Source: an optimization exercise on an open RTL-to-GDS flow (aim: small area, a short achievable clock period and few clock cycles). Production flows keep margins and buffers that such runs may drop.
Function was checked by simulation only, so behaviour that the tests miss may differ from the original.
Power and IR drop assume default switching activity.

**design/flow/standard.sh**
```bash
#!/bin/bash
# synth_recipe.tcl (not shown) runs the flow's synth.tcl, then flattens the netlist and writes it again
# the make line also repeats each setting of config.mk as NAME=value (left out here)
make -C /OpenROAD-flow-scripts/flow DESIGN_CONFIG=/design/flow/config.mk WORK_HOME=/design/flow/orfs CLKGATE_MAP_FILE= SYNTH_SCRIPT=/design/flow/synth_recipe.tcl "${@:-finish}"
```
**design/flow/flow/run.sh**
```bash
#!/bin/bash
# Standard layout, with the port buffers made from buf_2 cells.
set -euo pipefail
export BUFFER_PORTS_ARGS="-buffer_cell sky130_fd_sc_hd__buf_2"
bash standard.sh > flow_standard.log 2>&1
```
**design/flow/constraint.sdc**
```tcl
create_clock -name core_clock -period 5.0 [get_ports {clk}]
set_input_delay 1.0000 -clock core_clock [delete_from_list [all_inputs] [get_ports {clk}]]
set_output_delay 1.0000 -clock core_clock [all_outputs]
set_load 0.01 [all_outputs]
```
**design/flow/design.v**
```verilog
module openlst_crc16 (
    input  wire [15:0] crc_in,
    input  wire [7:0]  data,
    output reg  [15:0] crc_out
);
    integer k;
    always @(*) begin
        crc_out = crc_in ^ {data, 8'h00};
        for (k = 0; k < 8; k = k + 1) begin
            if (crc_out[15])
                crc_out = {crc_out[14:0], 1'b0} ^ 16'h8005;
            else
                crc_out = {crc_out[14:0], 1'b0};
        end
    end
endmodule
module openlst_rf_rx #(
    parameter [7:0] SUBSYS_RADIO = 8'h01
) (
    input  wire        clk,
    input  wire        rst,
    input  wire [15:0] self_id,
    input  wire        fwd_en,
    input  wire        rx_valid,
    input  wire [7:0]  rx_data,
    output wire        rx_ready,
    output reg         pay_valid,
    output wire [7:0]  pay_data,
    output reg         res_valid,
    output reg  [1:0]  res_status,
    output reg  [1:0]  res_route,
    output wire [7:0]  res_len,
    output wire [15:0] res_dev_id,
    output wire [15:0] res_seq,
    output wire [7:0]  res_subsys,
    output wire [7:0]  res_opcode,
    output wire        res_fbit,
    output reg  [31:0] cnt_good,
    output reg  [31:0] cnt_rej_crc,
    output reg  [31:0] cnt_rej_other
);
    localparam [1:0] ST_GOOD  = 2'd0;
    localparam [1:0] ST_CRC   = 2'd1;
    localparam [1:0] ST_SHORT = 2'd2;
    localparam [1:0] RT_DROP  = 2'd0;
    localparam [1:0] RT_LOCAL = 2'd1;
    localparam [1:0] RT_FWD   = 2'd2;
    reg  [7:0]  rem;         
    reg  [2:0]  hdr;         
    reg  [7:0]  rd;          
    reg         f_first;     
    reg         f_crc;       
    reg         f_good;      
    reg         f_bad;       
    reg         f_short;     
    reg         long_pkt;    
    reg  [15:0] crc;         
    reg         lo_ok;       
    reg         fbit;
    reg  [15:0] seq;
    reg  [7:0]  subsys;
    reg  [7:0]  opcode;
    reg  [15:0] dev_id;
    wire        first = (rem == 8'd0);
    wire        crc_ok = lo_ok && (rx_data == crc[15:8]);
    wire        r_ge5 = (rem[7:3] != 5'd0) || (rem[2:0] >= 3'd5);
    assign rx_ready = 1'b1;
    assign pay_data = rd;
    always @(posedge clk) begin
        rd <= rx_data;
        if (rst) begin
            rem       <= 8'd0;
            pay_valid <= 1'b0;
            f_first   <= 1'b0;
            f_crc     <= 1'b0;
            f_good    <= 1'b0;
            f_bad     <= 1'b0;
            f_short   <= 1'b0;
        end else begin
            pay_valid <= rx_valid && !first && (hdr == 3'd6) && r_ge5;
            f_first   <= rx_valid && first;
            f_crc     <= rx_valid && !first && r_ge5;
            f_short   <= rx_valid && (first ? (rx_data == 8'd0) : (rem == 8'd1) && !long_pkt);
            f_good    <= rx_valid && !first && (rem == 8'd1) && long_pkt && crc_ok;
            f_bad     <= rx_valid && !first && (rem == 8'd1) && long_pkt && !crc_ok;
            if (rx_valid) begin
                if (first) begin
                    rem <= rx_data;
                    long_pkt <= (rx_data >= 8'd9);
                    hdr <= 3'd1;
                end else begin
                    rem <= rem - 8'd1;
                    if (hdr != 3'd6)
                        hdr <= hdr + 3'd1;
                    if (hdr == 3'd1) fbit        <= rx_data[6];
                    if (hdr == 3'd2) seq[7:0]    <= rx_data;
                    if (hdr == 3'd3) seq[15:8]   <= rx_data;
                    if (hdr == 3'd4) subsys      <= rx_data;
                    if (hdr == 3'd5) opcode      <= rx_data;
                    if (rem == 8'd4) dev_id[7:0]  <= rx_data;
                    if (rem == 8'd3) dev_id[15:8] <= rx_data;
                    if (rem == 8'd2) lo_ok        <= (rx_data == crc[7:0]);
                end
            end
        end
    end
    reg  [7:0]  lm3;         
    wire [15:0] crc_step;
    openlst_crc16 u_crc (.crc_in(crc | {16{f_first}}), .data(rd), .crc_out(crc_step));
    wire        f_last = f_good || f_bad || f_short;
    wire        addr_match = (subsys == SUBSYS_RADIO) &&
                             ((dev_id == self_id) || (dev_id == 16'hFFFF));
    assign res_len    = lm3;
    assign res_dev_id = dev_id;
    assign res_seq    = seq;
    assign res_subsys = subsys;
    assign res_opcode = opcode;
    assign res_fbit   = fbit;
    always @(posedge clk) begin
        if (f_first || f_crc)
            crc <= crc_step;
        if (f_first)
            lm3 <= rd - 8'd3;
        if (f_last) begin
            res_status <= {f_short, f_bad};
            res_route  <= addr_match ? RT_LOCAL : (fwd_en ? RT_FWD : RT_DROP);
        end
        if (rst) begin
            res_valid     <= 1'b0;
            cnt_good      <= 32'd0;
            cnt_rej_crc   <= 32'd0;
            cnt_rej_other <= 32'd0;
        end else begin
            res_valid <= f_last;
            if (f_short) cnt_rej_other <= cnt_rej_other + 32'd1;
            if (f_bad)   cnt_rej_crc   <= cnt_rej_crc + 32'd1;
            if (f_good)  cnt_good      <= cnt_good + 32'd1;
        end
    end
endmodule
module openlst_rf_tx (
    input  wire        clk,
    input  wire        rst,
    input  wire        tx_valid,
    input  wire [7:0]  tx_data,
    input  wire        tx_fbit,
    output reg         tx_ready,
    output reg         pkt_valid,
    output reg  [7:0]  pkt_data,
    input  wire        pkt_ready,
    output reg  [31:0] cnt_sent
);
    localparam [3:0] T_M    = 4'd0;    
    localparam [3:0] T_D0   = 4'd1;    
    localparam [3:0] T_D1   = 4'd2;    
    localparam [3:0] T_BODY = 4'd3;    
    localparam [3:0] T_FD0  = 4'd4;    
    localparam [3:0] T_FD1  = 4'd5;    
    localparam [3:0] T_CL   = 4'd6;    
    localparam [3:0] T_CH   = 4'd7;    
    localparam [3:0] T_DROP = 4'd8;    
    reg  [3:0]  state;
    reg         have_m;      
    reg  [7:0]  remain;      
    reg         fbit;
    reg  [15:0] dev_id;
    reg  [15:0] crc;
    reg         c_init;      
    reg         c_step;      
    reg         pkt_last;    
    reg  [7:0]  s_data;
    reg         s_fbit;
    wire        s_full   = !tx_ready;
    wire        out_free = !pkt_valid || pkt_ready;
    wire        take     = tx_valid && tx_ready;
    wire        h_valid  = s_full || take;
    wire [7:0]  h_data   = s_full ? s_data : tx_data;
    wire        h_fbit   = s_full ? s_fbit : tx_fbit;
    wire        big      = (remain > 8'd252);
    reg         pop;         
    reg         load;        
    reg  [7:0]  out_byte;
    always @(*) begin
        pop      = 1'b0;
        load     = 1'b0;
        out_byte = h_data;
        case (state)
            T_M, T_DROP: pop = h_valid;
            T_D0: begin
                pop      = h_valid && out_free;
                load     = pop;
                out_byte = remain + 8'd3;
            end
            T_D1: begin
                pop      = h_valid && out_free;
                load     = pop;
                out_byte = {1'b0, fbit, 6'b0};
            end
            T_BODY: begin
                pop      = h_valid && out_free;
                load     = pop;
            end
            T_FD0: begin
                pop      = h_valid && !have_m;
                load     = out_free;
                out_byte = dev_id[7:0];
            end
            T_FD1: begin
                pop      = h_valid && !have_m;
                load     = out_free;
                out_byte = dev_id[15:8];
            end
            T_CL: begin
                pop      = h_valid && !have_m;
                load     = out_free;
                out_byte = crc[7:0];
            end
            default: begin    
                load     = out_free;
                out_byte = crc[15:8];
            end
        endcase
    end
    wire [15:0] crc_step;
    openlst_crc16 u_crc (.crc_in(crc | {16{c_init}}), .data(pkt_data), .crc_out(crc_step));
    always @(posedge clk) begin
        if (c_init || c_step)
            crc <= crc_step;
        c_init <= load && (state == T_D0);
        c_step <= load && (state == T_D1 || state == T_BODY);
        if (load) begin
            pkt_data <= out_byte;
            pkt_last <= (state == T_CH);
        end
        if (!s_full)
            s_data <= tx_data;
        if (!s_full)
            s_fbit <= tx_fbit;
        if (rst) begin
            state     <= T_M;
            have_m    <= 1'b0;
            pkt_valid <= 1'b0;
            tx_ready  <= 1'b1;
            cnt_sent  <= 32'd0;
        end else begin
            if (pkt_valid && pkt_ready && pkt_last)
                cnt_sent <= cnt_sent + 32'd1;
            if (load)
                pkt_valid <= 1'b1;
            else if (pkt_ready)
                pkt_valid <= 1'b0;
            tx_ready <= !(h_valid && !pop);
            case (state)
                T_M: begin
                    if (pop) begin
                        remain <= h_data;
                        fbit   <= h_fbit;
                        state  <= (h_data > 8'd252) ? T_DROP : T_D0;
                    end
                end
                T_DROP, T_D0, T_D1, T_BODY: begin
                    if (pop) begin
                        remain <= remain - 8'd1;
                        if (state == T_D0) dev_id[7:0]  <= h_data;
                        if (state == T_D1) dev_id[15:8] <= h_data;
                        if (state == T_D0) state <= T_D1;
                        if (state == T_D1) state <= T_BODY;
                        if ((state == T_BODY || state == T_DROP) && remain == 8'd1)
                            state <= (state == T_BODY) ? T_FD0 : T_M;
                    end
                end
                default: begin    
                    if (pop) begin
                        remain <= h_data;
                        fbit   <= h_fbit;
                        have_m <= 1'b1;
                    end
                    if (load) begin
                        case (state)
                            T_FD0: state <= T_FD1;
                            T_FD1: state <= T_CL;
                            T_CL:  state <= T_CH;
                            default: begin
                                have_m <= 1'b0;
                                state  <= !have_m ? T_M : (big ? T_DROP : T_D0);
                            end
                        endcase
                    end
                end
            endcase
        end
    end
endmodule
module openlst_rf_codec (
    input  wire        clk,
    input  wire        rst,
    input  wire [15:0] self_id,
    input  wire        fwd_en,
    input  wire        rx_valid,
    input  wire [7:0]  rx_data,
    output wire        rx_ready,
    output wire        pay_valid,
    output wire [7:0]  pay_data,
    output wire        res_valid,
    output wire [1:0]  res_status,
    output wire [1:0]  res_route,
    output wire [7:0]  res_len,
    output wire [15:0] res_dev_id,
    output wire [15:0] res_seq,
    output wire [7:0]  res_subsys,
    output wire [7:0]  res_opcode,
    output wire        res_fbit,
    input  wire        tx_valid,
    input  wire [7:0]  tx_data,
    input  wire        tx_fbit,
    output wire        tx_ready,
    output wire        pkt_valid,
    output wire [7:0]  pkt_data,
    input  wire        pkt_ready,
    output wire [31:0] cnt_good,
    output wire [31:0] cnt_rej_crc,
    output wire [31:0] cnt_rej_other,
    output wire [31:0] cnt_sent
);
    openlst_rf_rx #(.SUBSYS_RADIO(8'h01)) u_rx (
        .clk(clk), .rst(rst), .self_id(self_id), .fwd_en(fwd_en),
        .rx_valid(rx_valid), .rx_data(rx_data), .rx_ready(rx_ready),
        .pay_valid(pay_valid), .pay_data(pay_data),
        .res_valid(res_valid), .res_status(res_status), .res_route(res_route),
        .res_len(res_len), .res_dev_id(res_dev_id), .res_seq(res_seq),
        .res_subsys(res_subsys), .res_opcode(res_opcode), .res_fbit(res_fbit),
        .cnt_good(cnt_good), .cnt_rej_crc(cnt_rej_crc), .cnt_rej_other(cnt_rej_other)
    );
    openlst_rf_tx u_tx (
        .clk(clk), .rst(rst),
        .tx_valid(tx_valid), .tx_data(tx_data), .tx_fbit(tx_fbit), .tx_ready(tx_ready),
        .pkt_valid(pkt_valid), .pkt_data(pkt_data), .pkt_ready(pkt_ready),
        .cnt_sent(cnt_sent)
    );
endmodule
```
**design/flow/config.mk**
```make
export PLATFORM = sky130hd
export DESIGN_NAME = openlst_rf_codec
export DESIGN_NICKNAME = openlst_rf_codec
export VERILOG_FILES = /design/flow/design.v
export SDC_FILE = /design/flow/constraint.sdc
export NUM_CORES = 4
export LEC_CHECK = 0
export CAP_MARGIN = 20
export CORE_MARGIN = 2
export CORE_UTILIZATION = 70
export CTS_CLUSTER_DIAMETER = 100
export CTS_CLUSTER_SIZE = 30
export PLACE_DENSITY = 0.8
export SETUP_SLACK_MARGIN = 2.8
export SLEW_MARGIN = 20
```
==> results.toml, run 1 <==
[outcome]
status = "finished clean"

[worst_setup_path]
critPathCaptureType = "primary output"
crit_family = "flip-flops"
critPathKind = "reg2out"
r2r-end = "u_tx.dev_id[10]"
critical_path_peak_fanout = 3
cpPeakStageDelay_ns = 0.49
cp-start-kind = "flip-flop"
timing.rr.start = "u_tx.state[1]"
cp_data_required_time_ns = 4.00
crit_arrival_ns = 1.17
reg2reg_slack_ns = 2.88
worstPathCellList = "buf_2"
cp_slowest_cell = "edfxtp_1"
ff2ff_path_depth = 6
critPathBufInv = 1

[synthesis]
async_flop_share_pct = 0
synth_edf_count = 132
yosysWarnings = 3
ys_seq_area_share_pct = 54.4
synthCells = 1290
synth_ff_type = "dfxtp_1"
syn_area_um2 = 13500
yosysUniqueCellTypes = 65
synth.avg_cell_area_um2 = 10.5
synth_nets = 1346
ys_seq_elements = 301

[placed_design]
hpwl_mm = 21.7
gp_congestion = 0.887
dp_slack_ns = 2.31
port_buffers = 247

[timing]
fmax_mhz = 462
fin_crit_ns = 2.17
hold_viol_final = 0
final-setup-viol-count = 0
hold-worst-slack_ns = 0.478
tightest_slew_ns = 0.767
rsz0062_at_grt = "true"
slew_headroom_pct = 48.5
slew_viol_final = 0
clock_skew_ns = 0.0410
finalWorstSetupSlack_ns = 2.83
fin_setup_tns_ns = 0
timing.final.crit_share_pct = 43.3

[clocking]
hold_buffers = 0
clk_path_buf_depth = 3
numCtsBuffers = 14
clock_sinks = 301
clk_pin_slew_ns = 0.11
cts_root_buf = "clkbuf_16"
clk_latency_ns = 0.50
cts_tree = "done"
htreeDepth = 1

[power_and_ir_drop]
sequentialPowerShare_pct = 50.4
p_total_w = 0.00646
ir_drop_mv = 0.400
p_sw_w = 0.00199
pwr-share-comb_pct = 28.7
p_leak_nw = 6.07
p_int_w = 0.00447
power_density_nw_per_um2 = 415
swShare_pct = 30.8
p_clk_share_pct = 20.9

[global_routing]
grt_overflow = 0
grt_max_degree = 93
first_global_vias = 9417
grt_first_pass_wirelength_mm = 47.5
grt_use_total_pct = 29.0
antenna_found_initial = 1

[finish]
layout.nets = 1571
drive_gt1_share_pct = 23.6
fillers = 1109
area_growth_pct = 15.4
seq_area_um2 = 7380
multi_input_area_um2 = 6000
antenna_cells = 0

[route]
avgViaCountPerCell = 5.75
first_iter_violations = 859
wirelength_mm = 30.3
wl_per_cell_um = 17.0
first_pass_iters = 5
postRouteAntennaNets = 0
drc = 0
via_count = 10200

[job]
max-cap-violations = 0

[floorplanning]
die_h_um = 143
core_um2 = 18800
start_util_pct = 71.7
die-width_um = 143
ios = 249
dieArea_um2 = 20400
rows = 50

[worst_hold_path]
min-delay-path-class = "reg2reg"
whs_path_depth = 1
worstHoldStart = "u_tx.s_fbit"
hold_end = "u_tx.s_fbit"
==> state kept, by name, indices dropped and copies added, names as in the netlist, 3 cells and up <==
name	count
u_tx.s_data	8
u_rx.crc	16
u_rx.dev_id	16
u_rx.cnt_good	32
u_rx.rem	8
u_tx.dev_id	16
u_tx.pkt_data	8
u_rx.hdr	3
u_tx.cnt_sent	32
u_tx.remain	8
u_rx.opcode	8
u_rx.rd	8
u_tx.crc	16
u_rx.cnt_rej_other	32
u_rx.cnt_rej_crc	32
u_rx.lm3	8
u_rx.seq	16
u_rx.subsys	8
u_tx.state	4
==> kinds of logic (layout without fill, tap and decap cells) <==
group | count (synthesis) | after routing | share of synthesized area, %
XOR/XNOR | 215 | 215 | 14.7
AND/OR/NAND/NOR | 534 | 534 | 19.7
other | 1 | 1 | 0.0278
buffers and inverters | 75 | 307 | 2.29
multiplexers | 21 | 21 | 1.67
AO/OA/AOI/OAI | 126 | 126 | 5.64
adder cells (fa/ha/maj) | 17 | 17 | 1.57
flip-flops | 301 | 301 | 54.4
==> final cells by class <==
class | count | share of cell area [%]
clock inverter | 2 | 0.305
timing repair buffer | 261 | 8.72
clock buffer | 21 | 2.55
tap | 260 | 2.09
inverter | 23 | 0.554
sequential | 301 | 47.3
multi-input combinational | 914 | 38.5
==> worst max-delay path by stage <==
stage | startpoint | to | slack (ns) | cells after the start
floorplan | tx_valid | u_tx.dev_id[10] | 2.75 | 5
global placement | rst | u_rx.rem[4] | 2.32 | 3
detailed placement | rst | u_rx.rem[4] | 2.31 | 3
CTS | u_rx.rd[4] | pay_data[4] | 2.81 | 1
global route | u_rx.rd[7] | pay_data[7] | 2.78 | 1
finish | u_rx.dev_id[3] | res_dev_id[3] | 2.83 | 1
==> synthesized netlist by cell type (3+ instances only) <==
library cell,instances,area [um2]
nor2_1,195,732
dfxtp_1,169,3380
edfxtp_1,132,3960
xnor2_1,131,1150
nand2_1,82,308
xor2_1,76,666
nand3_1,49,245
a21oi_1,44,220
nand4_1,43,269
o21ai_0,38,190
clkbuf_1,32,120
and3_1,31,194
nor3_1,25,125
or3_1,24,150
inv_1,23,86.3
and4_1,17,149
ha_1,17,213
buf_2,15,75.1
mux2_2,12,135
or2_2,12,75.1
nor2b_1,10,62.6
mux2i_1,9,90.1
and2_1,8,50.1
nand2b_1,8,50.1
a211oi_1,6,45.0
a22oi_1,6,45.0
nor4_1,6,37.5
a222oi_1,4,40.0
o21ai_1,4,20.0
a31oi_1,3,18.8
nand3b_1,3,22.5
nor3_2,3,30.0
nor3b_1,3,22.5
o22ai_1,3,18.8
o31ai_1,3,22.5
or2_1,3,18.8
xnor2_2,3,48.8
==> layout by cell type (no fill, tap or decap), drive strengths merged, types with 8 or more instances in the layout <==
| master | instances |
|---|---|
| buf | 261 |
| nor2 | 198 |
| dfxtp | 169 |
| xnor2 | 135 |
| edfxtp | 132 |
| nand2 | 82 |
| xor2 | 76 |
| nand3 | 49 |
| nand4 | 45 |
| a21oi | 44 |
| o21ai | 42 |
| and3 | 31 |
| nor3 | 28 |
| or3 | 24 |
| inv | 23 |
| clkbuf | 21 |
| ha | 17 |
| and4 | 17 |
| or2 | 15 |
| mux2 | 12 |
| nor2b | 10 |
| mux2i | 9 |
| nand2b | 8 |
| and2 | 8 |
| nor4 | 8 |
==> routing by layer <==
layer / track usage (%) / up-vias / wire length (um)
li1: - / 4934 / -
met1: 38.5 / 4839 / 12600
met2: 48.8 / 413 / 14700
met3: 4.83 / 56 / 2200
met4: 9.22 / 2 / 824
met5: 0 / - / 12
==> what timing repair did <==
| action | CTS | global route |
|---|---|---|
| cloned | 0 | 0 |
| buffers inserted | 0 | 12 |
| resized for setup | 20 | 24 |
| setup endpoints to repair | 88 | 108 |
| pin swaps | 0 | 3 |
==> power groups by stage <==
stage / clock network [W] / registers, W / logic (W)
floorplan: 0 / 0.00319 / 0.00148
global placement: 0 / 0.00330 / 0.00169
detailed placement: 0 / 0.00331 / 0.00176
CTS: 0.00136 / 0.00326 / 0.00178
global route: 0.00145 / 0.00329 / 0.00203
finish: 0.00135 / 0.00326 / 0.00185
==> through the flow <==
| step | util (%) | cell area, um2 | std cells |
|---|---|---|---|
| after global routing | 82.8 | 15600 | 1782 |
| after floorplan | - | 13600 | 1290 |
| after detailed placement | 79.3 | 14900 | 1747 |
| final | 82.8 | 15600 | 1782 |
| after CTS | 81.8 | 15400 | 1770 |
| after global placement | 79.3 | 14900 | 1747 |
Testbench counts, summed over its fixed seeds: cycles 102,794.
==> inputs of run 2 (changes only) <==
--- a/design/flow/design.v
+++ b/design/flow/design.v
@@ -169,7 +169,7 @@
     reg         c_step;      
     reg         pkt_last;    
+    reg         s_full;      
     reg  [7:0]  s_data;
     reg         s_fbit;
-    wire        s_full   = !tx_ready;
     wire        out_free = !pkt_valid || pkt_ready;
     wire        take     = tx_valid && tx_ready;
@@ -241,4 +241,5 @@
             have_m    <= 1'b0;
             pkt_valid <= 1'b0;
+            s_full    <= 1'b0;
             tx_ready  <= 1'b1;
             cnt_sent  <= 32'd0;
@@ -250,4 +251,5 @@
             else if (pkt_ready)
                 pkt_valid <= 1'b0;
+            s_full   <= h_valid && !pop;
             tx_ready <= !(h_valid && !pop);
             case (state)
==> design/flow/flow/run.sh (replaced) <==
#!/bin/bash
# Standard layout, with the port buffers made from buf_1 cells.
set -euo pipefail
export BUFFER_PORTS_ARGS="-buffer_cell sky130_fd_sc_hd__buf_1"
bash standard.sh > flow_standard.log 2>&1
==> run 2 against run 1 <==
Against the previous run:
- final area decreased by 0.77%
- clock skew fell by 0.0057 ns
- critical endpoint is now cnt_rej_crc[22]
- final cell count is 1.7% higher
- maximum frequency is 1.2% lower
- count of clock-buffer cells in the layout rose by 2
- clock power about the same
- first-iteration DRC count grew 0.47%
- sequential share of layout area up 0.67 points
==> results.toml, run 2 <==
[floorplanning]
die-width_um = 143
core_um2 = 18800
rows = 50
dieArea_um2 = 20400
start_util_pct = 71.7
die_h_um = 143
ios = 249

[worst_setup_path]
cp-start-kind = "flip-flop"
cp_data_required_time_ns = 4.00
critPathCaptureType = "primary output"
cp_slowest_cell = "dfxtp_1"
critPathKind = "reg2out"
crit_family = "flip-flops"
worstPathCellList = "buf_1"
critPathBufInv = 1
critical_path_peak_fanout = 6
cpPeakStageDelay_ns = 0.49
crit_arrival_ns = 1.19

[power_and_ir_drop]
p_int_w = 0.00437
pwr-share-comb_pct = 27.7
sequentialPowerShare_pct = 51.1
p_sw_w = 0.00195
p_leak_nw = 5.25
swShare_pct = 30.8
ir_drop_mv = 0.590
p_clk_share_pct = 21.3
p_total_w = 0.00632
power_density_nw_per_um2 = 409

[timing]
rsz0062_at_grt = "true"
finalWorstSetupSlack_ns = 2.81
tightest_slew_ns = 0.797
fin_setup_tns_ns = 0
slew_headroom_pct = 46.9
clock_skew_ns = 0.0353
fmax_mhz = 456
fin_crit_ns = 2.19
final-setup-viol-count = 0
slew_viol_final = 0
timing.final.crit_share_pct = 43.9
hold_viol_final = 0

[route]
postRouteAntennaNets = 0
wirelength_mm = 31.3
first_pass_iters = 7
wl_per_cell_um = 17.3
avgViaCountPerCell = 5.80
drc = 0
via_count = 10500
first_iter_violations = 863

[worst_hold_path]
min-delay-path-class = "reg2reg"

[finish]
final_util_pct = 82.2
multi_input_area_um2 = 6050
layout_commonest_cell = "buf_1"
drive_gt1_share_pct = 8.51
fillers = 1199
layout.nets = 1600
seq_area_um2 = 7420
most-common-layout-cells = "buf_1, nor2_1, xnor2_1, dfxtp_1, edfxtp_1"
area_growth_pct = 14.5
antenna_cells = 0

[synthesis]
ys_seq_elements = 302
ys_seq_area_share_pct = 54.5
yosysWarnings = 3
yosysUniqueCellTypes = 64
synth_top_area_share_pct = 29.3
yosys-top-cells-area = "edfxtp_1, dfxtp_1, xnor2_1"
synthTopCellsByCount = "nor2_1, dfxtp_1, xnor2_1"
synth_edf_count = 132
post-synth-top-area-cell = "edfxtp_1"
synth.most_common_cell = "nor2_1"
async_flop_share_pct = 0
synthCells = 1304
synth_ff_type = "dfxtp_1"
synth.avg_cell_area_um2 = 10.4
synth_nets = 1360
syn_area_um2 = 13500

[job]
max-cap-violations = 0

[clocking]
hold_buffers = 0
cts_tree = "done"
clk_path_buf_depth = 3
cts_root_buf = "clkbuf_16"
htreeDepth = 1
clk_pin_slew_ns = 0.11
clock_sinks = 302
numCtsBuffers = 14
clk_latency_ns = 0.51

[placed_design]
gp_congestion = 0.867
port_buffers = 247
hpwl_mm = 22.1
dp_slack_ns = 2.02

[global_routing]
antenna_found_initial = 0
grt_max_degree = 104
grt_first_pass_wirelength_mm = 48.5
first_global_vias = 9669
grt_overflow = 0
grt_use_total_pct = 29.5

[outcome]
status = "finished clean"
[run 2: cell types whose count changed after synthesis, moves of 7 or more]
cell      previous run  this run
a21oi_1             44        57
and4_1              17        10
buf_2               15         3
clkbuf_1            32        39
mux2_2              12         5
o21ai_0             38         7
o21ai_1              4        28
xnor2_1            131       143
[run 2: power groups by stage]
stage                     Combinational (W)  Clock (W)  Sequential, W
after global routing                0.00191    0.00144        0.00326
after global placement              0.00149          0        0.00327
final                               0.00175    0.00134        0.00323
after CTS                           0.00162    0.00137        0.00322
after floorplan                     0.00129          0        0.00317
after detailed placement            0.00156          0        0.00328
[run 2: through the flow]
step                hold WS (ns)  instance area [um2]  instances
floorplan                  0.403                13500       1304
finish                     0.487                15500       1812
global route               0.510                15500       1812
global placement           0.462                14600       1765
CTS                        0.490                15200       1791
detailed placement         0.465                14600       1765
[run 2: cell type report]
| type | instances | area share, % |
|---|---|---|
| flip-flops and latches | 302 | 48.0 |
| multi-input cells | 923 | 39.1 |
| repair buffers | 271 | 7.21 |
| clock buffers | 23 | 2.62 |
| well taps | 260 | 2.10 |
| inverters | 32 | 0.776 |
| clock inverters | 1 | 0.194 |
[run 2: cells by family after synthesis]
| logic type | count (synthesis) | share of synthesized area [%] |
|---|---|---|
| AO/OA/AOI/OAI | 143 | 6.36 |
| XOR/XNOR | 217 | 14.4 |
| adder cells (fa/ha/maj) | 17 | 1.57 |
| buffers and inverters | 79 | 2.25 |
| flip-flops | 302 | 54.5 |
| multiplexers | 18 | 1.41 |
| other | 1 | 0.0278 |
| AND/OR/NAND/NOR | 527 | 19.4 |
[run 2: metal layers]
metal  routed length [um]  up-vias  track usage [%]
met1                12800     5037             38.4
met4                 1040        0             10.4
li1                     -     5004                -
met3                 1830       71             3.69
met5                    0        -                0
met2                15700      395             50.9
[run 2: worst paths after layout]
check,startpoint,to,slack (ns),depth (start not counted)
max,u_rx.cnt_rej_crc[22],cnt_rej_crc[22],2.81,1
min,u_tx.s_fbit,u_tx.s_fbit,0.49,1
max reg2reg,u_rx.crc[14],u_rx.crc[0],2.83,6
min reg2reg,u_tx.s_fbit,u_tx.s_fbit,0.49,1
[run 2: timing repair]
item | CTS | global route
pin swaps | 2 | 8
resized for setup | 35 | 48
endpoints found under the setup margin | 135 | 186
endpoints found under the hold margin | 0 | 0
buffers inserted | 2 | 21
[run 2: worst register-to-register path: stages, from the launching register on]
cell	delay, ns
edfxtp_1	0.48
xnor2_2	0.22
nor2_1	0.10
xnor2_2	0.23
xor2_1	0.31
xnor3_1	0.42
xor2_1	0.17
Testbench counts of run 2, summed over its fixed seeds: cycles 102,794.
==> inputs of run 3 (changes only) <==
--- a/design/flow/design.v
+++ b/design/flow/design.v
@@ -169,7 +169,7 @@
     reg         c_step;      
     reg         pkt_last;    
-    reg         s_full;      
     reg  [7:0]  s_data;
     reg         s_fbit;
+    wire        s_full   = !tx_ready;
     wire        out_free = !pkt_valid || pkt_ready;
     wire        take     = tx_valid && tx_ready;
@@ -241,5 +241,4 @@
             have_m    <= 1'b0;
             pkt_valid <= 1'b0;
-            s_full    <= 1'b0;
             tx_ready  <= 1'b1;
             cnt_sent  <= 32'd0;
@@ -251,5 +250,4 @@
             else if (pkt_ready)
                 pkt_valid <= 1'b0;
-            s_full   <= h_valid && !pop;
             tx_ready <= !(h_valid && !pop);
             case (state)
--- a/design/flow/config.mk
+++ b/design/flow/config.mk
@@ -12,4 +12,4 @@
 export CTS_CLUSTER_SIZE = 30
 export PLACE_DENSITY = 0.8
-export SETUP_SLACK_MARGIN = 2.8
+export SETUP_SLACK_MARGIN = 2.87
 export SLEW_MARGIN = 20
==> run 3 against run 2 <==
Against the previous run:
- maximum frequency is 2.0% higher
- sequential share of layout area is 0.45 points lower
- total power is 3.6% higher
- worst setup slack better by 0.042 ns
- critical path depth stayed put
- critical path type unchanged
- largest power group unchanged
==> results.toml, run 3 <==
[outcome]
status = "finished clean"

[power_and_ir_drop]
p_leak_nw = 5.54
power_density_nw_per_um2 = 417
ir_drop_mv = 0.439

[synthesis]
synthTopCellsByCount = "nor2_1, dfxtp_1, edfxtp_1"
ys_seq_area_share_pct = 54.4
yosysUniqueCellTypes = 65
synth_top_area_share_pct = 29.3
syn_area_um2 = 13500
post-synth-top-area-cell = "edfxtp_1"
synth_edf_count = 132
async_flop_share_pct = 0
synth_nets = 1346
yosysWarnings = 3
synth.avg_cell_area_um2 = 10.5
yosys-top-cells-area = "edfxtp_1, dfxtp_1, xnor2_1"
synth_ff_type = "dfxtp_1"
synth.most_common_cell = "nor2_1"
synthCells = 1290
ys_seq_elements = 301

[floorplanning]
rows = 50
ios = 249
core_um2 = 18800
start_util_pct = 71.7
die-width_um = 143
die_h_um = 143
dieArea_um2 = 20400

[job]
max-cap-violations = 0

[worst_setup_path]
critPathBufInv = 1
cpPeakStageDelay_ns = 0.49
startpoint = "u_rx.dev_id[10]"
crit_family = "flip-flops"
worstPathCellList = "buf_1"
critical_path_peak_fanout = 3
cp-start-kind = "flip-flop"
timing.rr.start = "u_tx.pkt_data[4]"
cp_data_required_time_ns = 4.00
critPathKind = "reg2out"
critPathCaptureType = "primary output"
cp_slowest_cell = "edfxtp_1"
crit_arrival_ns = 1.15

[timing]
final-setup-viol-count = 0
timing.final.crit_share_pct = 43.0
clock_skew_ns = 0.0437
fin_crit_ns = 2.15
rsz0062_at_grt = "true"
slew_viol_final = 0
fin_setup_tns_ns = 0
tightest_slew_ns = 0.890
slew_headroom_pct = 40.7
hold_viol_final = 0
finalWorstSetupSlack_ns = 2.85
fmax_mhz = 465

[placed_design]
gp_congestion = 0.859
hpwl_mm = 21.2
port_buffers = 247
dp_slack_ns = 2.15

[finish]
most-common-layout-cells = "buf_1, nor2_1, edfxtp_1, xnor2_1, dfxtp_1"
area_growth_pct = 16.3
final_util_pct = 83.4
fillers = 1107
antenna_cells = 0
layout.nets = 1603
drive_gt1_share_pct = 16.7
layout_commonest_cell = "buf_1"

[clocking]
clock_sinks = 301
clk_path_buf_depth = 3
htreeDepth = 1
clk_latency_ns = 0.51
numCtsBuffers = 14
cts_root_buf = "clkbuf_16"
clk_pin_slew_ns = 0.11
cts_tree = "done"

[route]
first_iter_violations = 825
first_pass_iters = 6
drc = 0
postRouteAntennaNets = 0
avgViaCountPerCell = 5.74
wl_per_cell_um = 17.3
via_count = 10400
wirelength_mm = 31.3

[global_routing]
grt_first_pass_wirelength_mm = 47.7
grt_max_degree = 88
first_global_vias = 9470
antenna_found_initial = 0
grt_use_total_pct = 28.9
grt_overflow = 0

[worst_hold_path]
min-delay-path-class = "reg2reg"
worstHoldStart = "u_rx.long_pkt"
[run 3: logic make-up (layout without fill, tap and decap cells)]
| group | count (synthesis) | after routing | share of synthesized area, % |
|---|---|---|---|
| AO/OA/AOI/OAI | 126 | 126 | 5.64 |
| XOR/XNOR | 215 | 215 | 14.7 |
| adder cells (fa/ha/maj) | 17 | 17 | 1.57 |
| buffers and inverters | 75 | 339 | 2.29 |
| flip-flops | 301 | 301 | 54.4 |
| multiplexers | 21 | 21 | 1.67 |
| other | 1 | 1 | 0.0278 |
| AND/OR/NAND/NOR | 534 | 534 | 19.7 |
[run 3: repair_timing]
item	4_1_cts	5_1_grt
resized for setup	73	86
pin swaps	2	3
hold buffers	0	0
hold endpoints to repair	0	0
endpoints found under the setup margin	187	171
buffers inserted	20	21
[run 3: path summary, 6_finish.rpt]
check / to / slack [ns] / depth (start not counted)
hold / removal: u_rx.f_short / 0.48 / 1
setup reg to reg: u_tx.crc[0] / 2.88 / 6
setup / recovery: res_dev_id[10] / 2.85 / 1
hold reg to reg: u_rx.f_short / 0.48 / 1
[run 3: routing by layer]
layer | global-route usage [%] | wire, um | vias up
li1 | - | - | 5002
met1 | 36.5 | 12700 | 4942
met2 | 50.7 | 15600 | 412
met3 | 4.76 | 2050 | 58
met4 | 9.69 | 971 | 0
met5 | 0 | 0 | -
[run 3: through the flow]
step | std cells | hold slack (ns) | total power [W] | instance area, um2
finish | 1814 | 0.484 | 0.00655 | 15700
global route | 1814 | 0.515 | 0.00682 | 15700
CTS | 1793 | 0.483 | 0.00643 | 15400
detailed placement | 1750 | 0.463 | 0.00506 | 14700
global placement | 1750 | 0.459 | 0.00498 | 14700
floorplan | 1290 | 0.403 | 0.00468 | 13600
[run 3: power breakdown]
part           internal, W  switching [W]  leakage, nW
sequential         0.00298       0.000257         2.60
combinational     0.000945        0.00102         2.73
clock             0.000576       0.000770        0.205
[run 3: final cells by class]
cell class | count | area [um2] | share of cell area (%)
clock buffers | 22 | 402 | 2.56
repair buffers | 293 | 1330 | 8.49
multi-input cells | 914 | 6070 | 38.6
clock inverters | 1 | 30.0 | 0.191
inverters | 23 | 86.3 | 0.549
well taps | 260 | 325 | 2.07
flip-flops and latches | 301 | 7470 | 47.5
Testbench counts of run 3, summed over its fixed seeds: cycles 102,794.
==> inputs of run 4 (changes only) <==
--- a/design/flow/config.mk
+++ b/design/flow/config.mk
@@ -12,4 +12,4 @@
 export CTS_CLUSTER_SIZE = 30
 export PLACE_DENSITY = 0.8
-export SETUP_SLACK_MARGIN = 2.87
+export SETUP_SLACK_MARGIN = 2.8
 export SLEW_MARGIN = 20
==> run 4 against run 3 <==
Against the previous run:
- routed wire length decreased by 3.6%
- sequential share of layout area rose by 0.90 points
- final area is 3.0% lower
- critical path type unchanged
- first-iteration DRC count up 7.4%
- clock skew shrank 0.0059 ns
- critical endpoint is now cnt_rej_crc[2]
- still clean on timing, DRC and antenna
- sequential power increased by 1%
- largest cell class unchanged
- die area unchanged
- total power fell by 2.8%
==> results.toml, run 4 <==
[timing]
rsz0062_at_grt = "true"
fmax_mhz = 463
tightest_slew_ns = 0.881
final-setup-viol-count = 0
clock_skew_ns = 0.0378
slew_viol_final = 0
hold_viol_final = 0
slew_headroom_pct = 41.3
fin_crit_ns = 2.16
fin_setup_tns_ns = 0
timing.final.crit_share_pct = 43.2

[worst_setup_path]
r2r-end = "u_rx.subsys[6]"
crit_family = "flip-flops"
critPathKind = "reg2out"
cp-start-kind = "flip-flop"
cp_slowest_cell = "dfxtp_1"
crit_end = "cnt_rej_crc[2]"
cp_data_required_time_ns = 4.00
critical_path_peak_fanout = 5
timing.rr.start = "u_rx.rem[0]"
cpPeakStageDelay_ns = 0.43
reg2reg_slack_ns = 2.88
cp.depth = 1
crit_arrival_ns = 1.16
worstPathCellList = "buf_1"
critPathBufInv = 1
ff2ff_path_depth = 6
startpoint = "u_rx.cnt_rej_crc[2]"
critPathCaptureType = "primary output"

[route]
drc = 0
wl_per_cell_um = 17.0
via_count = 10300
wirelength_mm = 30.2
postRouteAntennaNets = 0
first_iter_violations = 886
avgViaCountPerCell = 5.80
first_pass_iters = 5

[global_routing]
grt_max_degree = 95
grt_use_total_pct = 28.8
antenna_found_initial = 0
grt_overflow = 0
first_global_vias = 9538
grt_first_pass_wirelength_mm = 47.7

[finish]
layout_commonest_cell = "buf_1"
most-common-layout-cells = "buf_1, nor2_1, dfxtp_1, edfxtp_1, xnor2_1"
layout.nets = 1566
area_growth_pct = 12.8
drive_gt1_share_pct = 7.78
final_cells = 1776
antenna_cells = 0
final_util_pct = 80.9

[synthesis]
synth.most_common_cell = "nor2_1"
yosysUniqueCellTypes = 65
ys_seq_elements = 301
synthCells = 1290
async_flop_share_pct = 0
synth_edf_count = 132
ys_seq_area_share_pct = 54.4
syn_area_um2 = 13500
synth_top_area_share_pct = 29.3
post-synth-top-area-cell = "edfxtp_1"
synth_ff_type = "dfxtp_1"
synth.avg_cell_area_um2 = 10.5
synthTopCellsByCount = "nor2_1, dfxtp_1, edfxtp_1"
yosys-top-cells-area = "edfxtp_1, dfxtp_1, xnor2_1"
synth_nets = 1346
yosysWarnings = 3

[power_and_ir_drop]
ir_drop_mv = 0.464
p_leak_nw = 5.16
power_density_nw_per_um2 = 418

[floorplanning]
die-width_um = 143
start_util_pct = 71.7
rows = 50
die_h_um = 143
dieArea_um2 = 20400
core_um2 = 18800
ios = 249

[clocking]
numCtsBuffers = 14
clock_sinks = 301
cts_root_buf = "clkbuf_16"
clk_pin_slew_ns = 0.11
cts_tree = "done"
clk_latency_ns = 0.50
clk_path_buf_depth = 3
htreeDepth = 1

[placed_design]
hpwl_mm = 21.5
port_buffers = 247
gp_congestion = 0.890
dpl.cell_count = 1748

[outcome]
status = "finished clean"

[worst_hold_path]
min-delay-path-class = "reg2reg"

[job]
max-cap-violations = 0
[run 4: cell counts after synthesis]
No cell type changed its count.
[run 4: layer usage]
layer,global-route usage (%),share of wire [%]
met4,9.69,3.1
met3,4.09,6.9
met5,0,0
met2,49.2,48
met1,38.1,42
[run 4: cells by family (layout without fill, tap and decap cells)]
| family | count (synthesis) | in the layout | share of synthesized area (%) |
|---|---|---|---|
| and+or+nand+nor | 534 | 534 | 19.7 |
| DFF | 301 | 301 | 54.4 |
| xor gates and xnor gates | 215 | 215 | 14.7 |
| AOI/OAI and AO/OA | 126 | 126 | 5.64 |
| buffers and inverters | 75 | 301 | 2.29 |
| muxes | 21 | 21 | 1.67 |
| adders and majority gates | 17 | 17 | 1.57 |
| other | 1 | 1 | 0.0278 |
[run 4: repair_timing]
item | 4_1_cts | 5_1_grt
gates cloned | 0 | 0
gates resized for setup | 22 | 31
buffers inserted | 2 | 4
hold buffers | 0 | 0
pin swaps | 1 | 1
setup endpoints to repair | 102 | 104
[run 4: how the worst min path moves through the flow]
stage                startpoint  cells after the start  slack [ns]                  to
floorplan            u_rx.f_bad                      0        0.40  u_rx.res_status[0]
global placement    u_tx.s_fbit                      1        0.46         u_tx.s_fbit
detailed placement  u_tx.s_fbit                      1        0.46         u_tx.s_fbit
CTS                 u_tx.s_fbit                      1        0.49         u_tx.s_fbit
global route        u_tx.s_fbit                      1        0.50         u_tx.s_fbit
finish              u_tx.s_fbit                      1        0.49         u_tx.s_fbit
[run 4: cell type report]
type | instances | area, um2
clock buffer | 20 | 394
clock inverter | 2 | 35.0
fill | 1203 | 3600
inverter | 23 | 86.3
multi-input combinational | 914 | 6010
sequential | 301 | 7380
tap | 260 | 325
timing repair buffer | 256 | 1010
[run 4: metrics by stage]
step           instance area (um2)  hold WS [ns]  total power [W]  setup slack [ns]
2_1_floorplan                13600         0.403          0.00467              2.75
3_3_place_gp                 14600         0.459          0.00497              2.17
3_5_place_dp                 14600         0.463          0.00503              2.11
4_1_cts                      15100         0.489          0.00634              2.76
5_1_grt                      15200         0.500          0.00668              2.78
6_report                     15200         0.492          0.00636              2.84
[run 4: report_power, final]
part | leakage (nW) | internal (W) | switching, W
Combinational | 2.38 | 0.000854 | 0.000923
Sequential | 2.57 | 0.00298 | 0.000288
Clock | 0.206 | 0.000571 | 0.000749
Total | 5.16 | 0.00440 | 0.00196
==> inputs of run 5 (changes only) <==
--- a/design/flow/config.mk
+++ b/design/flow/config.mk
@@ -11,4 +11,5 @@
 export CTS_CLUSTER_DIAMETER = 100
 export CTS_CLUSTER_SIZE = 30
+export GPL_TIMING_DRIVEN = 0
 export PLACE_DENSITY = 0.8
 export SETUP_SLACK_MARGIN = 2.8
==> run 5 against run 4 <==
Against the previous run:
- sequential cell count did not move
- synthesized area did not move
- final area rose by 1.6%
- final cell count rose by 2.9%
- total power rose by 1.9%
- utilization rose by 1.3 points
- highest routed layer unchanged
- critical endpoint is now u_tx.dev_id[9]
==> results.toml, run 5 <==
[placed_design]
hpwl_mm = 22.8
port_buffers = 247
gp_congestion = 0.903
placed_cell_area_um2 = 14800

[timing]
slew_headroom_pct = 43.4
fin_crit_ns = 2.20
tightest_slew_ns = 0.849
slew_viol_final = 0
clock_skew_ns = 0.0388
final-setup-viol-count = 0
fmax_mhz = 454
hold-worst-slack_ns = 0.452
rsz0062_at_grt = "false"
hold_viol_final = 0
fin_setup_tns_ns = 0
timing.final.crit_share_pct = 44.1

[synthesis]
synth_top_area_share_pct = 29.3
async_flop_share_pct = 0
synth_compound_area_share_pct = 5.64
synth_ff_type = "dfxtp_1"
ys_seq_elements = 301
yosysUniqueCellTypes = 65
synthTopCellsByCount = "nor2_1, dfxtp_1, edfxtp_1"
post-synth-top-area-cell = "edfxtp_1"
synthAdderAreaFrac_pct = 1.57
synth_top_family_by_area = "simple AND/OR/NAND/NOR gates"
yosys-top-cells-area = "edfxtp_1, dfxtp_1, xnor2_1"
synth.avg_cell_area_um2 = 10.5
synthSimpleGateAreaFrac_pct = 19.7
synth_mux_area_share_pct = 1.67
syn_area_um2 = 13500
synth_edf_count = 132
yosysWarnings = 3
synthCells = 1290
synth_nets = 1346
synth-xor-area-share_pct = 14.7
ys_seq_area_share_pct = 54.4
synth.most_common_cell = "nor2_1"

[floorplanning]
dieArea_um2 = 20400
start_util_pct = 71.7
die_h_um = 143
rows = 50
die-width_um = 143
core_um2 = 18800
ios = 249

[worst_setup_path]
critPathKind = "reg2reg"
r2r-end = "u_tx.dev_id[9]"
critical_path_peak_fanout = 8
worstPathCellList = "nor2_1 -> a32o_2 -> o21bai_4 -> or2_4 -> nor3_4 -> buf_12"
timing.rr.start = "u_tx.state[2]"
crit_arrival_ns = 2.43
cp-start-kind = "flip-flop"
reg2reg_slack_ns = 2.80
critPathCaptureType = "flip-flop"
ff2ff_path_depth = 6
cp_data_required_time_ns = 5.23
cp_slowest_cell = "dfxtp_1"
cpPeakStageDelay_ns = 0.42

[clocking]
cts_root_buf = "clkbuf_16"
htreeDepth = 1
numCtsBuffers = 14
clock_sinks = 301
clk_path_buf_depth = 3
clk_latency_ns = 0.50
clk_pin_slew_ns = 0.12
cts_tree = "done"

[finish]
layout_commonest_cell = "buf_1"
fillers = 1177
drive_gt1_share_pct = 8.29
most-common-layout-cells = "buf_1, nor2_1, dfxtp_1, edfxtp_1, xnor2_1"
stdcell_area_um2 = 15500
antenna_cells = 0
layout.nets = 1617
area_growth_pct = 14.6

[worst_hold_path]
worstHoldStart = "u_rx.f_bad"
hold_end = "u_rx.res_status[0]"
whs_path_depth = 0
min-delay-path-class = "reg2reg"

[global_routing]
first_global_vias = 9785
antenna_found_initial = 0
grt_first_pass_wirelength_mm = 49.3
grt_max_degree = 32
grt_use_total_pct = 30.1
grt_overflow = 0

[route]
first_pass_iters = 8
first_iter_violations = 738
postRouteAntennaNets = 0
via_count = 10500
avgViaCountPerCell = 5.73
drc = 0
wl_per_cell_um = 17.4
wirelength_mm = 31.8

[power_and_ir_drop]
ir_drop_mv = 0.428
p_leak_nw = 5.30
power_density_nw_per_um2 = 419

[job]
max-cap-violations = 0

[outcome]
status = "finished clean"
## run 5: cell counts after synthesis
Identical to the previous run, type by type.
## run 5: cells by family after synthesis
family                   count (synthesis)
flip-flops                             301
buffers and inverters                   75
AND/OR/NAND/NOR                        534
AO/OA/AOI/OAI                          126
adder cells (fa/ha/maj)                 17
other                                    1
multiplexers                            21
XOR/XNOR                               215
## run 5: cell type report
class                   count  area [um2]  area share (%)
flip-flops and latches    301        7360            47.5
multi-input cells         914        6020            38.9
repair buffers            255        1000            6.46
clock buffers              22         402            2.59
well taps                 260         325            2.10
plain buffers              52         256            1.66
inverters                  23        86.3           0.558
clock inverters             1        30.0           0.194
## run 5: layer usage
metal | vias up | track usage, % | part of all wire, %
met4 | 0 | 9.69 | 3.0
met2 | 425 | 51.9 | 49
met3 | 69 | 4.43 | 6.5
met1 | 4951 | 39.2 | 42
li1 | 5036 | - | -
met5 | - | 0 | 0
## run 5: what timing repair did
item | 4_1_cts | 5_1_grt
pin swaps | 0 | 5
hold buffers | 0 | 0
setup endpoints to repair | 119 | 101
setup buffers | 0 | 8
cloned | 0 | 0
resized for setup | 21 | 40
## run 5: stage by stage
step | std cells | total power, W | utilization, % | worst slack [ns]
finish | 1828 | 0.00648 | 82.2 | 2.80
floorplan | 1290 | 0.00467 | - | 2.75
CTS | 1820 | 0.00642 | 81.4 | 2.76
global route | 1828 | 0.00676 | 82.2 | 2.80
global placement | 1797 | 0.00503 | 78.8 | 2.16
detailed placement | 1797 | 0.00509 | 78.8 | 2.13
## run 5: how the worst max path moves through the flow
stage | slack [ns] | endpoint | cells after the start | startpoint
after CTS | 2.76 | u_rx.opcode[4] | 8 | u_rx.rem[0]
after global routing | 2.80 | pkt_data[4] | 1 | u_tx.pkt_data[4]
after floorplan | 2.75 | u_tx.dev_id[10] | 5 | tx_valid
after detailed placement | 2.13 | u_rx.cnt_rej_crc[4] | 5 | rst
final | 2.80 | u_tx.dev_id[9] | 6 | u_tx.state[2]
after global placement | 2.16 | u_rx.cnt_good[18] | 5 | rst
## run 5: worst max-delay path, delay by kind of cell, from the launching register on
family	cells	cell delay (ns)
buffers and inverters	1	0.15
and+or+nand+nor	3	0.92
AOI/OAI and AO/OA	2	0.42
DFF	1	0.42
## run 5: power by group
part / total, W / leakage (nW) / switching [W] / internal, W
logic: 0.00197 / 2.53 / 0.00106 / 0.000908
clock network: 0.00133 / 0.205 / 0.000756 / 0.000576
registers: 0.00318 / 2.57 / 0.000203 / 0.00298
total: 0.00648 / 5.30 / 0.00202 / 0.00446
==> inputs of run 6 (changes only) <==
--- a/design/flow/config.mk
+++ b/design/flow/config.mk
@@ -9,7 +9,6 @@
 export CORE_MARGIN = 2
 export CORE_UTILIZATION = 70
-export CTS_CLUSTER_DIAMETER = 100
-export CTS_CLUSTER_SIZE = 30
-export GPL_TIMING_DRIVEN = 0
+export CTS_CLUSTER_DIAMETER = 80
+export CTS_CLUSTER_SIZE = 24
 export PLACE_DENSITY = 0.8
 export SETUP_SLACK_MARGIN = 2.8
==> run 6 against run 5 <==
Against the previous run:
- largest power group unchanged
- via count down 1.6%
- critical path type is now reg2out
- sequential share of layout area increased by 0.78 points
- synthesized area is the same
- still clean on timing, DRC and antenna
- utilization fell by 1.2 points
- non-clock buffer count fell by 53
- sequential power up 3%
- combinational power shrank 9.6%
- clock power increased by 8%
- register-to-register slack improved by 0.04 ns
- largest cell class unchanged
- total power shrank 0.19%
- worst setup slack better by 0.034 ns
==> results.toml, run 6 <==
[synthesis]
ys_seq_area_share_pct = 54.4
yosysWarnings = 3
synth_top_area_share_pct = 29.3
synthCells = 1290
synth_edf_count = 132
synthTopCellsByCount = "nor2_1, dfxtp_1, edfxtp_1"
ys_seq_elements = 301
post-synth-top-area-cell = "edfxtp_1"
synth.avg_cell_area_um2 = 10.5
yosys-top-cells-area = "edfxtp_1, dfxtp_1, xnor2_1"
async_flop_share_pct = 0
synth.most_common_cell = "nor2_1"
syn_area_um2 = 13500
synth_ff_type = "dfxtp_1"
yosysUniqueCellTypes = 65
synth_nets = 1346

[timing]
fin_setup_tns_ns = 0
slew_headroom_pct = 45.7
hold_viol_final = 0
slew_viol_final = 0
clock_skew_ns = 0.0101
fin_crit_ns = 2.17
final-setup-viol-count = 0
hold-worst-slack_ns = 0.484
timing.final.crit_share_pct = 43.4
rsz0062_at_grt = "true"
tightest_slew_ns = 0.814
fmax_mhz = 461

[finish]
fillers = 1183
drive_gt1_share_pct = 7.45
layout_commonest_cell = "buf_1"
stdcell_area_um2 = 15300
final_util_pct = 81.0
area_growth_pct = 13.0
multi_input_area_um2 = 6000
seq_area_um2 = 7370
antenna_cells = 0
most-common-layout-cells = "buf_1, nor2_1, dfxtp_1, edfxtp_1, xnor2_1"
layout.nets = 1566

[floorplanning]
rows = 50
dieArea_um2 = 20400
core_um2 = 18800
start_util_pct = 71.7
ios = 249
die_h_um = 143
die-width_um = 143

[clocking]
cts_root_buf = "clkbuf_16"
clk_latency_ns = 0.49
clk_path_buf_depth = 3
clock_sinks = 301
clk_pin_slew_ns = 0.10
cts_tree = "done"
htreeDepth = 1
numCtsBuffers = 16
hold_buffers = 0

[worst_setup_path]
crit_family = "flip-flops"
cp_slowest_cell = "dfxtp_1"
cp_data_required_time_ns = 4.00
critPathCaptureType = "primary output"
cp-start-kind = "flip-flop"
worstPathCellList = "buf_1"
critical_path_peak_fanout = 5
critPathKind = "reg2out"
cpPeakStageDelay_ns = 0.43
cp.depth = 1
critPathBufInv = 1
ff2ff_path_depth = 7
crit_arrival_ns = 1.17

[route]
first_iter_violations = 924
avgViaCountPerCell = 5.81
wl_per_cell_um = 17.0
via_count = 10300
wirelength_mm = 30.2
drc = 0
first_pass_iters = 6
postRouteAntennaNets = 0

[job]
max-cap-violations = 0

[global_routing]
grt_use_total_pct = 28.7
grt_overflow = 0
use_met3_pct = 4.49
use_met1_pct = 37.7
antenna_found_initial = 0
grt_first_pass_wirelength_mm = 47.6
grtUsageMet2_pct = 49.6
first_global_vias = 9588
grt_max_degree = 95
top_usage_layer = "met2"

[placed_design]
hpwl_mm = 21.5
gp_congestion = 0.890
placed_cell_area_um2 = 14600
port_buffers = 247

[worst_hold_path]
whs_path_depth = 1
min-delay-path-class = "reg2reg"

[power_and_ir_drop]
ir_drop_mv = 0.397
power_density_nw_per_um2 = 424
p_leak_nw = 5.17

[outcome]
status = "finished clean"
[run 6: changes by cell type in the layout (fill, tap and decap cells not counted), moves of 4 or more]
cell,delta
clkbuf_1,-24
clkbuf_2,-11
buf_2,-10
dfxtp_1,-8
dfxtp_2,+7
buf_1,-4
[run 6: path summary, 6_finish.rpt]
kind	to	start	slack [ns]
hold reg to reg	u_tx.s_fbit	u_tx.s_fbit	0.48
hold / removal	u_tx.s_fbit	u_tx.s_fbit	0.48
setup reg to reg	u_tx.pkt_data[6]	u_tx.remain[0]	2.84
setup / recovery	cnt_rej_crc[2]	u_rx.cnt_rej_crc[2]	2.83
[run 6: what timing repair did]
action                     CTS  global route
gates resized for setup     19            27
gates cloned                 0             0
setup endpoints to repair  100           188
setup buffers                2             2
pin swaps                    1             1
hold endpoints to repair     0             0
[run 6: kinds of logic (layout without fill, tap and decap cells)]
logic type / Yosys count / count (layout) / share of synthesized area (%)
compound gates: 126 / 126 / 5.64
simple gates: 534 / 534 / 19.7
mux: 21 / 21 / 1.67
xor+xnor: 215 / 215 / 14.7
other cells: 1 / 1 / 0.0278
fa+ha+maj: 17 / 17 / 1.57
flops: 301 / 301 / 54.4
buf+inv: 75 / 301 / 2.29
[run 6: power breakdown]
part           switching (W)  internal (W)  total (W)  leakage (nW)
Combinational       0.000924      0.000855    0.00178          2.37
Sequential          0.000286       0.00298    0.00326          2.57
Clock               0.000748      0.000678    0.00143         0.236
Total                0.00196       0.00451    0.00647          5.17
[run 6: per-stage QoR]
stage / worst slack, ns / cells / total power [W]
2_1_floorplan: 2.75 / 1290 / 0.00467
3_3_place_gp: 2.17 / 1748 / 0.00497
3_5_place_dp: 2.11 / 1748 / 0.00503
4_1_cts: 2.67 / 1774 / 0.00644
5_1_grt: 2.79 / 1776 / 0.00678
6_report: 2.83 / 1776 / 0.00647
[run 6: cell type report]
class / count / share of cell area (%)
well taps: 260 / 2.13
multi-input cells: 914 / 39.3
clock inverters: 3 / 0.262
flip-flops and latches: 301 / 48.3
clock buffers: 21 / 2.89
repair buffers: 254 / 6.49
inverters: 23 / 0.566
[run 6: layer usage]
metal	part of all wire, %	up-vias
li1	-	4916
met1	42	4901
met2	49	442
met3	7.1	53
met4	2.4	0
met5	0	-
==> inputs of run 7 (changes only) <==
--- a/design/flow/config.mk
+++ b/design/flow/config.mk
@@ -9,6 +9,7 @@
 export CORE_MARGIN = 2
 export CORE_UTILIZATION = 70
-export CTS_CLUSTER_DIAMETER = 80
-export CTS_CLUSTER_SIZE = 24
+export CTS_BUF_LIST = sky130_fd_sc_hd__clkbuf_8 sky130_fd_sc_hd__clkbuf_16
+export CTS_CLUSTER_DIAMETER = 70
+export CTS_CLUSTER_SIZE = 20
 export PLACE_DENSITY = 0.8
 export SETUP_SLACK_MARGIN = 2.8
==> run 7 against run 6 <==
Against the previous run:
- worst hold slack better by 0.0026 ns
- die area stayed put
- clock power is 6% higher
- sequential share of layout area is 0.15 points lower
- total power is 1.3% higher
- register-to-register slack better by 0.02 ns
- critical endpoint is now cnt_sent[4]
- largest power group unchanged
==> results.toml, run 7 <==
[synthesis]
ys_seq_area_share_pct = 54.4
synthTopCellsByCount = "nor2_1, dfxtp_1, edfxtp_1"
synth_compound_area_share_pct = 5.64
synth_edf_count = 132
synth.most_common_cell = "nor2_1"
yosysUniqueCellTypes = 65
synth_top_area_share_pct = 29.3
synthCells = 1290
post-synth-top-area-cell = "edfxtp_1"
syn_area_um2 = 13500
synth_nets = 1346
yosys-top-cells-area = "edfxtp_1, dfxtp_1, xnor2_1"
ys_seq_elements = 301
synthSimpleGateAreaFrac_pct = 19.7
synth.avg_cell_area_um2 = 10.5
synthAdderAreaFrac_pct = 1.57
synth_ff_type = "dfxtp_1"
synth_top_family_by_area = "simple AND/OR/NAND/NOR gates"
synth-xor-area-share_pct = 14.7
async_flop_share_pct = 0
yosysWarnings = 3
synth_mux_area_share_pct = 1.67

[placed_design]
hpwl_mm = 21.5
dp_slack_ns = 2.11
placed_cell_area_um2 = 14600
port_buffers = 247
gp_congestion = 0.890

[worst_setup_path]
worstPathCellList = "buf_1"
crit_family = "flip-flops"
critPathKind = "reg2out"
reg2reg_slack_ns = 2.86
cpPeakStageDelay_ns = 0.46
critPathCaptureType = "primary output"
ff2ff_path_depth = 7
cp_data_required_time_ns = 4.00
cp-start-kind = "flip-flop"
r2r-end = "u_tx.pkt_data[6]"
timing.rr.start = "u_tx.remain[0]"
critical_path_peak_fanout = 5
crit_arrival_ns = 1.16
cp_slowest_cell = "dfxtp_1"
critPathBufInv = 1

[route]
drc = 0
avgViaCountPerCell = 5.77
first_pass_iters = 5
first_iter_violations = 880
via_count = 10300
wirelength_mm = 30.5
wl_per_cell_um = 17.1
postRouteAntennaNets = 0

[timing]
fin_setup_tns_ns = 0
hold_viol_final = 0
hold-worst-slack_ns = 0.487
slew_viol_final = 0
finalWorstSetupSlack_ns = 2.84
slew_headroom_pct = 41.7
final-setup-viol-count = 0
rsz0062_at_grt = "false"
timing.final.crit_share_pct = 43.1
fin_crit_ns = 2.16
tightest_slew_ns = 0.874
clock_skew_ns = 0.0185
fmax_mhz = 464

[power_and_ir_drop]
p_leak_nw = 5.22
p_clk_share_pct = 23.0
ir_drop_mv = 0.479
power_density_nw_per_um2 = 428
swShare_pct = 30.6
sequentialPowerShare_pct = 49.9
p_sw_w = 0.00201
p_total_w = 0.00655
p_int_w = 0.00454
pwr-share-comb_pct = 27.1

[finish]
layout.nets = 1569
antenna_cells = 0
stdcell_area_um2 = 15300
most-common-layout-cells = "buf_1, nor2_1, dfxtp_1, edfxtp_1, xnor2_1"
drive_gt1_share_pct = 7.75
area_growth_pct = 13.4
layout_commonest_cell = "buf_1"

[clocking]
numCtsBuffers = 19
cts_tree = "done"
clk_pin_slew_ns = 0.09
clock_sinks = 301
cts_root_buf = "clkbuf_16"
hold_buffers = 0
htreeDepth = 1
clk_path_buf_depth = 3
clk_latency_ns = 0.51

[floorplanning]
start_util_pct = 71.7
ios = 249
dieArea_um2 = 20400
die_h_um = 143
die-width_um = 143
core_um2 = 18800
rows = 50

[global_routing]
antenna_found_initial = 0
grt_max_degree = 95
grt_first_pass_wirelength_mm = 48.2
grt_use_total_pct = 29.2
grt_overflow = 0
first_global_vias = 9635

[worst_hold_path]
min-delay-path-class = "reg2reg"
whs_path_depth = 1
worstHoldStart = "u_tx.s_fbit"
hold_end = "u_tx.s_fbit"

[job]
max-cap-violations = 0

[outcome]
status = "finished clean"
==> run 7: power by group through the flow <==
stage	clock [W]	combinational [W]	sequential, W
2_1_floorplan	0	0.00148	0.00319
3_3_place_gp	0	0.00167	0.00330
3_5_place_dp	0	0.00172	0.00331
4_1_cts	0.00153	0.00175	0.00326
5_1_grt	0.00162	0.00196	0.00330
6_report	0.00151	0.00178	0.00327
==> run 7: repair_timing <==
| item | 4_1_cts | 5_1_grt |
|---|---|---|
| pin swaps | 1 | 1 |
| endpoints found under the setup margin | 103 | 93 |
| endpoints found under the hold margin | 0 | 0 |
| resized for setup | 23 | 27 |
| buffers inserted | 2 | 2 |
==> run 7: routing by layer <==
| metal | part of all wire (%) | routed length (um) | global-route usage (%) | up-vias |
|---|---|---|---|---|
| met2 | 48 | 14700 | 50.0 | 412 |
| met1 | 41 | 12500 | 37.9 | 4857 |
| met4 | 3.4 | 1050 | 9.95 | 0 |
| met5 | 0 | 0 | 0 | - |
| li1 | - | - | - | 4944 |
| met3 | 7.3 | 2230 | 4.90 | 75 |
==> run 7: worst max path at each step <==
stage	from	end	slack, ns	depth (start not counted)
floorplan	tx_valid	u_tx.dev_id[10]	2.75	5
global placement	rst	u_rx.dev_id[15]	2.17	4
detailed placement	rst	u_rx.dev_id[8]	2.11	4
CTS	rst	u_rx.opcode[3]	2.80	4
global route	u_rx.cnt_rej_crc[7]	cnt_rej_crc[7]	2.80	1
finish	u_tx.cnt_sent[4]	cnt_sent[4]	2.84	1
==> run 7: cell families after synthesis <==
| logic type | after synthesis |
|---|---|
| buf+inv | 75 |
| other cells | 1 |
| flops | 301 |
| mux | 21 |
| simple gates | 534 |
| fa+ha+maj | 17 |
| xor+xnor | 215 |
| compound gates | 126 |
==> run 7: final cells by class <==
class,count,area [um2]
clock buffer,20,489
clock inverter,10,53.8
fill,1187,3520
inverter,23,86.3
multi-input combinational,914,5990
sequential,301,7380
tap,260,325
timing repair buffer,254,992
==> run 7: stage by stage <==
step                utilization (%)  instances
floorplan                         -       1290
global placement               77.7       1748
detailed placement             77.7       1748
CTS                            80.9       1780
global route                   81.3       1782
finish                         81.3       1782
==> inputs of run 8 (changes only) <==
==> design/flow/config.mk (replaced) <==
export PLATFORM = sky130hd
export DESIGN_NAME = openlst_rf_codec
export DESIGN_NICKNAME = openlst_rf_codec
export VERILOG_FILES = /design/flow/design.v
export SDC_FILE = /design/flow/constraint.sdc
export NUM_CORES = 4
export LEC_CHECK = 0
export CAP_MARGIN = 10
export CORE_MARGIN = 2
export CORE_UTILIZATION = 70
export CTS_CLUSTER_DIAMETER = 100
export CTS_CLUSTER_SIZE = 30
export PLACE_DENSITY = 0.8
export SETUP_SLACK_MARGIN = 2.8
export SLEW_MARGIN = 10
==> run 8 against run 7 <==
Against the previous run:
- global-route usage is 0.41 points lower
- sequential cell count stayed put
- non-clock buffer count is 2 higher
- via count is 0.20% higher
- sequential power hardly changed
- maximum frequency hardly changed
- count of clock-buffer cells in the layout stayed put
- final cell count is 0.34% lower
- die area stayed put
- first-iteration DRC count is 0.68% higher
- total power is 2.9% lower
- sequential share of layout area is 0.26 points higher
- critical endpoint is now cnt_rej_crc[2]
==> results.toml, run 8 <==
[placed_design]
hpwl_mm = 21.5
gp_congestion = 0.890
port_buffers = 247

[synthesis]
synth_edf_count = 132
async_flop_share_pct = 0
ys_seq_elements = 301
syn_area_um2 = 13500
synthCells = 1290
synth_ff_type = "dfxtp_1"
post-synth-top-area-cell = "edfxtp_1"
yosysUniqueCellTypes = 65
ys_seq_area_share_pct = 54.4
synth.avg_cell_area_um2 = 10.5
yosysWarnings = 3
synthTopCellsByCount = "nor2_1, dfxtp_1, edfxtp_1"
synth_nets = 1346
yosys-top-cells-area = "edfxtp_1, dfxtp_1, xnor2_1"
synth_top_area_share_pct = 29.3
synth.most_common_cell = "nor2_1"

[global_routing]
first_global_vias = 9538
grt_use_total_pct = 28.8
grt_max_degree = 95
grt_overflow = 0
grt_first_pass_wirelength_mm = 47.7
antenna_found_initial = 0

[timing]
final-setup-viol-count = 0
clock_skew_ns = 0.0378
fin_crit_ns = 2.16
slew_headroom_pct = 41.3
hold_viol_final = 0
fmax_mhz = 463
rsz0062_at_grt = "true"
hold-worst-slack_ns = 0.492
timing.final.crit_share_pct = 43.2
fin_setup_tns_ns = 0
slew_viol_final = 0
tightest_slew_ns = 0.881

[finish]
drive_gt1_share_pct = 7.78
most-common-layout-cells = "buf_1, nor2_1, dfxtp_1, edfxtp_1, xnor2_1"
area_growth_pct = 12.8
layout_commonest_cell = "buf_1"
multi_input_area_um2 = 6010
fillers = 1203
layout.nets = 1566
seq_area_um2 = 7380
antenna_cells = 0

[floorplanning]
core_um2 = 18800
start_util_pct = 71.7
die-width_um = 143
dieArea_um2 = 20400
die_h_um = 143
ios = 249
rows = 50

[route]
via_count = 10300
avgViaCountPerCell = 5.80
first_pass_iters = 5
dr_wl_met3_mm = 2.09
wl_per_cell_um = 17.0
first_iter_violations = 886
top_layer = "met4"
wl_met1_mm = 12.5
postRouteAntennaNets = 0
wl_met2_mm = 14.6
wirelength_mm = 30.2
drc = 0

[worst_setup_path]
crit_family = "flip-flops"
critPathCaptureType = "primary output"
critical_path_peak_fanout = 5
worstPathCellList = "buf_1"
cp_data_required_time_ns = 4.00
crit_arrival_ns = 1.16
critPathKind = "reg2out"
cp-start-kind = "flip-flop"
cp_slowest_cell = "dfxtp_1"
cpPeakStageDelay_ns = 0.43
critPathBufInv = 1

[power_and_ir_drop]
swShare_pct = 30.8
power_density_nw_per_um2 = 418
sequentialPowerShare_pct = 51.3
p_int_w = 0.00440
p_leak_nw = 5.16
ir_drop_mv = 0.464
pwr-share-comb_pct = 27.9
p_sw_w = 0.00196
p_total_w = 0.00636
p_clk_share_pct = 20.7

[clocking]
htreeDepth = 1
clk_pin_slew_ns = 0.11
numCtsBuffers = 14
cts_tree = "done"
hold_buffers = 0
clock_sinks = 301
clk_path_buf_depth = 3
clk_latency_ns = 0.50
cts_root_buf = "clkbuf_16"

[job]
max-cap-violations = 0

[worst_hold_path]
min-delay-path-class = "reg2reg"

[outcome]
status = "finished clean"
[run 8: what timing repair did]
action / in CTS / in global routing
setup endpoints to repair: 102 / 104
pin swaps: 1 / 1
buffers inserted: 2 / 4
gates resized for setup: 22 / 31
[run 8: final timing paths]
check	start	endpoint	slack [ns]	depth (start not counted)
setup / recovery	u_rx.cnt_rej_crc[2]	cnt_rej_crc[2]	2.84	1
setup reg to reg	u_rx.rem[0]	u_rx.subsys[6]	2.88	6
hold reg to reg	u_tx.s_fbit	u_tx.s_fbit	0.49	1
hold / removal	u_tx.s_fbit	u_tx.s_fbit	0.49	1
[run 8: layout make-up]
| type | instances | area share, % |
|---|---|---|
| tap | 260 | 2.14 |
| clock buffer | 20 | 2.59 |
| timing repair buffer | 256 | 6.61 |
| inverter | 23 | 0.567 |
| clock inverter | 2 | 0.230 |
| sequential | 301 | 48.4 |
| multi-input combinational | 914 | 39.4 |
[run 8: per-stage QoR]
step | setup WS, ns | util, % | cell area [um2] | std cells
finish | 2.84 | 80.9 | 15200 | 1776
global route | 2.78 | 80.9 | 15200 | 1776
CTS | 2.76 | 80.3 | 15100 | 1772
detailed placement | 2.11 | 77.7 | 14600 | 1748
global placement | 2.17 | 77.7 | 14600 | 1748
floorplan | 2.75 | - | 13600 | 1290
[run 8: kinds of logic (layout without fill, tap and decap cells)]
logic type | Yosys count | after routing | share of synthesized area [%]
AND/OR/NAND/NOR | 534 | 534 | 19.7
flip-flops | 301 | 301 | 54.4
buffers and inverters | 75 | 301 | 2.29
AO/OA/AOI/OAI | 126 | 126 | 5.64
multiplexers | 21 | 21 | 1.67
other | 1 | 1 | 0.0278
XOR/XNOR | 215 | 215 | 14.7
adder cells (fa/ha/maj) | 17 | 17 | 1.57
[run 8: per-layer routing]
metal  vias to the layer above  track usage (%)
li1                       4933                -
met1                      4916             38.1
met2                       396             49.2
met3                        64             4.09
met4                         0             9.69
met5                         -                0
[run 8: power groups by stage]
stage	clock network [W]	registers [W]	logic, W
after floorplan	0	0.00319	0.00148
after global placement	0	0.00330	0.00167
after detailed placement	0	0.00331	0.00172
after CTS	0.00133	0.00326	0.00175
after global routing	0.00141	0.00330	0.00197
final	0.00132	0.00327	0.00178

Re-timed with assumed drivers on the ports (clkbuf_16 on the clock, buf_2 on other inputs), run 8 has 2.795 ns of setup slack against 2.841 ns with ideal ports, and 2.399 ns once port delays also move by the mid clock arrival of 0.525 ns.
